From an optimization exercise on the open Yosys and OpenROAD flow, aimed at small area, a short achievable clock period and few clock cycles; shortcuts taken in it are not production practice. Only simulation tests tie the RTL to the original design; equivalence was not proved.

==> v3: inputs <==
## ofdm_bit_core
module ofdm_bit_core (
    input  wire         clk,
    input  wire         rst,           
    input  wire         req_valid,
    output wire         req_ready,
    input  wire [15:0]  req_cmd,
    output reg          rsp_valid,
    output reg  [2:0]   rsp_status,
    output reg  [8:0]   rsp_len,       
    output wire [287:0] rsp_dout
);
==> module obc_ilv, before the edit <==
module obc_ilv (
    input  wire         clk,
    input  wire         rst,
    input  wire         do_cfg,     
    input  wire         do_bit,     
    input  wire         do_end,     
    input  wire [1:0]   mod_in,
    input  wire         b,
    output wire         idle,       
    output wire         emit,       
    output reg  [8:0]   ncbps_out,
    output wire [287:0] buf_out
);
    reg [1:0]   mod;
    reg [3:0]   fa;
    reg [4:0]   fb;
    reg [8:0]   j;
    reg [1:0]   r3;
    reg [287:0] buffer;
    reg [4:0]   last_b;
    reg [4:0]   inc;
    integer     n;
    assign buf_out = buffer;
    assign idle    = (fa == 4'd0) && (fb == 5'd0);
    always @(*) begin
        case (mod)
            2'd0: begin ncbps_out = 9'd48;  last_b = 5'd2;  inc = 5'd3; end
            2'd1: begin ncbps_out = 9'd96;  last_b = 5'd5;  inc = 5'd6; end
            2'd2: begin ncbps_out = 9'd192; last_b = 5'd11; inc = (fa[0] ^ fb[0]) ? 5'd11 : 5'd13; end
            default: begin ncbps_out = 9'd288; last_b = 5'd17; inc = (r3 != 2'd0) ? 5'd17 : 5'd20; end
        endcase
    end
    wire wrap = (fa == 4'd15);
    assign emit = wrap && (fb == last_b);
    reg [17:0] row;
    reg [15:0] col;
    always @(*) begin
        for (n = 0; n < 18; n = n + 1)
            row[n] = do_bit && (j[8:4] == n);
        for (n = 0; n < 16; n = n + 1)
            col[n] = (j[3:0] == n);
    end
    always @(posedge clk) begin
        for (n = 0; n < 288; n = n + 1)
            if (row[n / 16] & col[n % 16])
                buffer[n] <= b;
    end
    always @(posedge clk) begin
        if (rst) begin
            mod <= 2'd0;
            fa  <= 4'd0;
            fb  <= 5'd0;
            j   <= 9'd0;
            r3  <= 2'd0;
        end else if (do_cfg) begin
            if (idle)
                mod <= mod_in;
        end else if (do_end || (do_bit && emit)) begin
            fa <= 4'd0;
            fb <= 5'd0;
            j  <= 9'd0;
            r3 <= 2'd0;
        end else if (do_bit) begin
            fa <= fa + 4'd1;
            if (wrap) begin
                fb <= fb + 5'd1;
                j  <= {4'd0, fb + 5'd1};
                r3 <= (r3 == 2'd2) ? 2'd0 : r3 + 2'd1;
            end else begin
                j  <= j + {4'd0, inc};
                r3 <= (r3 == 2'd0) ? 2'd2 : r3 - 2'd1;
            end
        end
    end
endmodule
==> flow/config.mk <==
export PLATFORM = sky130hd
export DESIGN_NAME = ofdm_bit_core
export DESIGN_NICKNAME = ofdm_bit_core
export VERILOG_FILES = /design/flow/design.v
export SDC_FILE = /design/flow/constraint.sdc
export NUM_CORES = 4
export LEC_CHECK = 0
export CAP_MARGIN = 20
export CORE_MARGIN = 2
export CORE_UTILIZATION = 40
export PLACE_DENSITY = 0.6
export SLEW_MARGIN = 20
export SYNTH_MEMORY_MAX_BITS = 16384
==> flow/constraint.sdc <==
create_clock -name core_clock -period 16.0 [get_ports {clk}]
set_input_delay 3.2000 -clock core_clock [delete_from_list [all_inputs] [get_ports {clk}]]
set_output_delay 3.2000 -clock core_clock [all_outputs]
set_load 0.01 [all_outputs]
standard.sh (not shown) runs the stock make flow with config.mk's settings and CLKGATE_MAP_FILE= SYNTH_SCRIPT=/design/flow/synth_recipe.tcl, a recipe that flattens the netlist after the stock synthesis.
==> flow/flow/run.sh <==
#!/bin/bash
# The standard layout, with the port buffers made from the smallest buffer
# cell instead of the flow's default choice; repair may still upsize them.
set -euo pipefail
export BUFFER_PORTS_ARGS="-buffer_cell sky130_fd_sc_hd__buf_1"
bash standard.sh > standard_flow.log 2>&1
==> v32: changes against v3 <==
--- a/flow/design.v
+++ b/flow/design.v
@@ -83,4 +83,2 @@
     reg [1:0]   mod;
-    reg [3:0]   fa;
-    reg [4:0]   fb;
     reg [8:0]   j;
@@ -88,17 +86,34 @@
     reg [287:0] buffer;
-    reg [4:0]   last_b;
-    reg [4:0]   inc;
+    reg [8:0]   step;
+    reg         wrap;
     integer     n;
     assign buf_out = buffer;
-    assign idle    = (fa == 4'd0) && (fb == 5'd0);
+    assign idle    = (j == 9'd0);
     always @(*) begin
         case (mod)
-            2'd0: begin ncbps_out = 9'd48;  last_b = 5'd2;  inc = 5'd3; end
-            2'd1: begin ncbps_out = 9'd96;  last_b = 5'd5;  inc = 5'd6; end
-            2'd2: begin ncbps_out = 9'd192; last_b = 5'd11; inc = (fa[0] ^ fb[0]) ? 5'd11 : 5'd13; end
-            default: begin ncbps_out = 9'd288; last_b = 5'd17; inc = (r3 != 2'd0) ? 5'd17 : 5'd20; end
+            2'd0: begin
+                ncbps_out = 9'd48;
+                wrap = (j >= 9'd45);
+                step = wrap ? 9'd1 - 9'd45 : 9'd3;
+            end
+            2'd1: begin
+                ncbps_out = 9'd96;
+                wrap = (j >= 9'd90);
+                step = wrap ? 9'd1 - 9'd90 : 9'd6;
+            end
+            2'd2: begin
+                ncbps_out = 9'd192;
+                wrap = (j >= 9'd180);
+                step = wrap ? (j[0] ? 9'd0 - 9'd180 : 9'd2 - 9'd180) : (j[0] ? 9'd11 : 9'd13);
+            end
+            default: begin
+                ncbps_out = 9'd288;
+                wrap = (j >= 9'd270);
+                step = wrap ? 9'd1 - 9'd270 : ((r3 != 2'd0) ? 9'd17 : 9'd20);
+            end
         endcase
     end
-    wire wrap = (fa == 4'd15);
-    assign emit = wrap && (fb == last_b);
+    assign emit = (mod == 2'd0) ? (j == 9'd47) :
+                  (mod == 2'd1) ? (j == 9'd95) :
+                  (mod == 2'd2) ? (j == 9'd190) : (j == 9'd287);
     reg [17:0] row;
@@ -119,4 +134,2 @@
             mod <= 2'd0;
-            fa  <= 4'd0;
-            fb  <= 5'd0;
             j   <= 9'd0;
@@ -127,4 +140,2 @@
         end else if (do_end || (do_bit && emit)) begin
-            fa <= 4'd0;
-            fb <= 5'd0;
             j  <= 9'd0;
@@ -132,11 +143,7 @@
         end else if (do_bit) begin
-            fa <= fa + 4'd1;
-            if (wrap) begin
-                fb <= fb + 5'd1;
-                j  <= {4'd0, fb + 5'd1};
+            j <= j + step;
+            if (wrap)
                 r3 <= (r3 == 2'd2) ? 2'd0 : r3 + 2'd1;
-            end else begin
-                j  <= j + {4'd0, inc};
+            else
                 r3 <= (r3 == 2'd0) ? 2'd2 : r3 - 2'd1;
-            end
         end
--- a/flow/config.mk
+++ b/flow/config.mk
@@ -8,5 +8,7 @@
 export CAP_MARGIN = 20
-export CORE_MARGIN = 2
-export CORE_UTILIZATION = 40
-export PLACE_DENSITY = 0.6
+export CORE_AREA = 2.3 2.72 167.68 167.68
+export CTS_CLUSTER_DIAMETER = 100
+export CTS_CLUSTER_SIZE = 25
+export DIE_AREA = 0 0 170.0 170.0
+export PLACE_DENSITY = 0.8
 export SLEW_MARGIN = 20
==> comparison <==
In v32 the clock-buffer cell count is lower than in v3, by 23.
Between v3 and v32, the lower non-clock buffer count is in v32 (gap 7).
Of v3 and v32, v3 has the higher clock skew (gap 0.0032 ns).
Of v3 and v32, v32 has the higher global-route usage (gap 8.8 points).
v32 went through all stages and came out clean. v3 passed the timing, DRC and antenna checks.
Of v3 and v32, v3 has the higher flip-flop and latch count (gap 9).
Area after synthesis: v3 is larger than v32 (about 4%).
Testbench counts of v3, summed over its fixed seeds: cycles 35,835.
Testbench counts of v32, summed over its fixed seeds: cycles 35,835.

[re-timing with driven ports]
Ports are ideal in the flow. The routed layouts listed here were re-timed in OpenROAD.
Step 1 sets driving cells, clkbuf_16 on the clock port and buf_2 on the other inputs (assumed; they add their load-dependent delay and slew).
Step 2, shift: input delay + t, output delay - t, t = (earliest + latest rising clock arrival at the registers) / 2. This alone moves slack from input paths to output paths.
Three values: no drivers, after step 1, after step 2; two values: the first two.
run	t (ns)	setup WS [ns]	worst setup path after step 2	latest minus earliest clock arrival (ns)	worst data-port slew with drivers (ns)
v3	0.627	11.634 / 11.582 / 11.329	input to register	0.019 / 0.019	0.04
v32	0.580	11.698 / 11.648 / 11.213	input to register	0.016 / 0.016	0.04
After both steps every run listed still meets setup and hold. For v32, which loses most, drivers alone change the setup slack by -0.050 ns; drivers and shift together by -0.485 ns.
